Context: an optimization exercise on an open-source flow, tuned for small area, a short achievable clock period and few clock cycles. The choices shown serve that exercise and are no tape-out recipe. RTL that was checked went through simulation tests only; none was proved equivalent to the original. Power and IR drop assume default switching activity.

Setup of delta:
Design cnc_motion_core, start of the top module:
module cnc_motion_core (
    input  wire        clk,
    input  wire        rst,
    input  wire        op_valid,
    output wire        op_ready,
    input  wire [1:0]  op_code,
    input  wire        op_offer,
    input  wire [8:0]  op_addr,
    input  wire [31:0] cmd_dx,
    input  wire [31:0] cmd_dy,
    input  wire [31:0] cmd_dz,
    input  wire [31:0] cmd_speed,
    output reg         rsp_valid,
    output wire        rsp_halted,
    output reg         rsp_consumed,
    output reg  [31:0] rsp_data,
    output wire [2:0]  step,
    output wire [2:0]  dir
);
clock: 16.0 ns
lec_check: 0
cap_margin: 20
core_margin: 2
core_utilization: 30
place_density: 0.5
slew_margin: 20
standard.sh (not shown) runs the stock make flow with config.mk's settings and CLKGATE_MAP_FILE= SYNTH_SCRIPT=/design/flow/synth_recipe.tcl, a recipe that flattens the netlist after the stock synthesis.
==> flow/flow/run.sh <==
#!/bin/bash
# The standard layout (the standard.sh, standard synthesis included),
# with ORFS's timing repair asked to aim for a larger setup slack than the
# default, so that it works on paths that already meet the clock.
set -euo pipefail
bash standard.sh 'BUFFER_PORTS_ARGS=-buffer_cell sky130_fd_sc_hd__buf_4' SETUP_SLACK_MARGIN=10 finish > flow_make.log 2>&1
Input-level comparison between alpha and delta:
-- flow/flow/run.sh --
<<< delta, line 5
set -euo pipefail
bash standard.sh 'BUFFER_PORTS_ARGS=-buffer_cell sky130_fd_sc_hd__buf_4' SETUP_SLACK_MARGIN=10 finish > flow_make.log 2>&1
>>> alpha, line 5
set -euo pipefail
bash standard.sh SETUP_SLACK_MARGIN=10 finish > flow_make.log 2>&1
Findings:
delta: done, clean on timing, DRC and antenna
alpha: done, clean on timing, DRC and antenna
The final routed wirelength across all metal layers reported for alpha is greater than that of delta by 1.7%.
alpha vs. delta: area of all placed cells without fillers went up 0.52%; total power draw went down by about 1.8%; highest fanout seen on the critical path went down 17.
alpha ends up with higher utilization after layout than delta does.
~same fill cell instance count of the final layout in alpha and delta
No functional check of the RTL was part of any run of this note.

---

Setup of job 5077:
cnc_motion_core, a different RTL version from the one above (not shown whole).
Size: about 190 I/O pins.
export LEC_CHECK = 0
export CAP_MARGIN = 20
export CORE_MARGIN = 2
export CORE_UTILIZATION = 45
export CTS_CLUSTER_DIAMETER = 80
export CTS_CLUSTER_SIZE = 30
export PLACE_DENSITY = 0.65
export SLEW_MARGIN = 20
create_clock -name core_clock -period 16.0 [get_ports {clk}]
==> flow/flow/run.sh <==
#!/bin/bash
# The standard layout (the standard.sh, standard synthesis included),
# with ORFS's timing repair asked to aim for a larger setup slack than the
# default, so that it works on paths that already meet the clock.
set -euo pipefail
bash standard.sh 'BUFFER_PORTS_ARGS=-buffer_cell sky130_fd_sc_hd__buf_4' SETUP_SLACK_MARGIN=11 finish > flow_make.log 2>&1
Having completed the whole flow, job 5077 delivered a layout that passed the timing, design-rule and antenna checks.
Testbench counts of job 5077, summed over its fixed seeds: cycles 502,958.
Modified inputs, job 720 compared to job 5077
Settings: CTS_CLUSTER_SIZE removed (was 30); CTS_CLUSTER_DIAMETER removed (was 80).
--- outcome ---
The final layouts of job 5077 and job 720 pass the timing, design-rule and antenna checks. Looking at final worst-path cycle share, job 720 sits 0.42 points higher than job 5077 does. Job 720 ends up with a total power that is 670 uW higher than in job 5077. Comparing job 5077 and job 720, worst setup slack is higher on job 5077. Going from job 5077 to job 720, CTS clock-pin slew for the worst setup and hold paths shrinks by 50 ps. On combined area of the multi-input logic cells, job 720 tracks job 5077 almost exactly. Job 5077 → job 720: critical path depth lower; combined global-route utilization of all metal layers higher; area of all placed cells without fillers higher.
What job 8928 does differently from job 720 at the input level:
Settings: CTS_CLUSTER_DIAMETER: unset -> 70; CTS_CLUSTER_SIZE: unset -> 25.
Diff job 720 -> job 8928 | static leakage power | down by a few percent. Going from job 720 to job 8928, final cycle utilization of the critical path shrinks by 0.47 points. Job 8928 vs job 720: wire length per cell after detailed routing up slightly. In the metrics for job 720 and job 8928, the one carrying the higher number of inserted diodes is job 8928. Between job 720 and job 8928, the worst hold slack does not differ in any meaningful way. The sequential share of layout area of job 8928 exceeds that of job 720 by 0.56 points. Delta (job 8928 minus job 720): logic gate share of total power up 2.4 points; power down 4.5%; fmax up 1.5%. Job 8928 vs job 720 — global-route wire length before repair dropped 1800 um.

-- separate check: timing with driven ports --
Ports are ideal in the flow. The routed layouts listed here were re-timed in OpenROAD.
Step 1: set_driving_cell puts a clkbuf_16 on clk and a buf_2 on each other input, an assumption about the parent block.
Step 2 moves the port delays by t, midway between the first and last clock arrival at a register: inputs arrive t later, outputs are due t later. That takes back most of the time a late clock gives input paths.
a / b / c = ideal / step 1 / step 2; a / b = the first two.
run	t, ns	setup slack, ns	worst setup path at the end	cell pins on the clock port's net
delta	0.811	10.228 / 10.228 / 9.490	input to register	1
alpha	0.812	10.151 / 10.151 / 9.396	input to register	1
job 5077	0.762	10.980 / 10.980 / 10.256	input to register	1
job 720	0.747	10.914 / 10.934 / 10.187	input to register	1
job 8928	0.758	10.989 / 11.015 / 10.257	input to register	1
After both steps setup and hold are still met in every run listed. For alpha, which loses most, drivers alone change the setup slack by 0.000 ns; drivers and shift together by -0.755 ns.
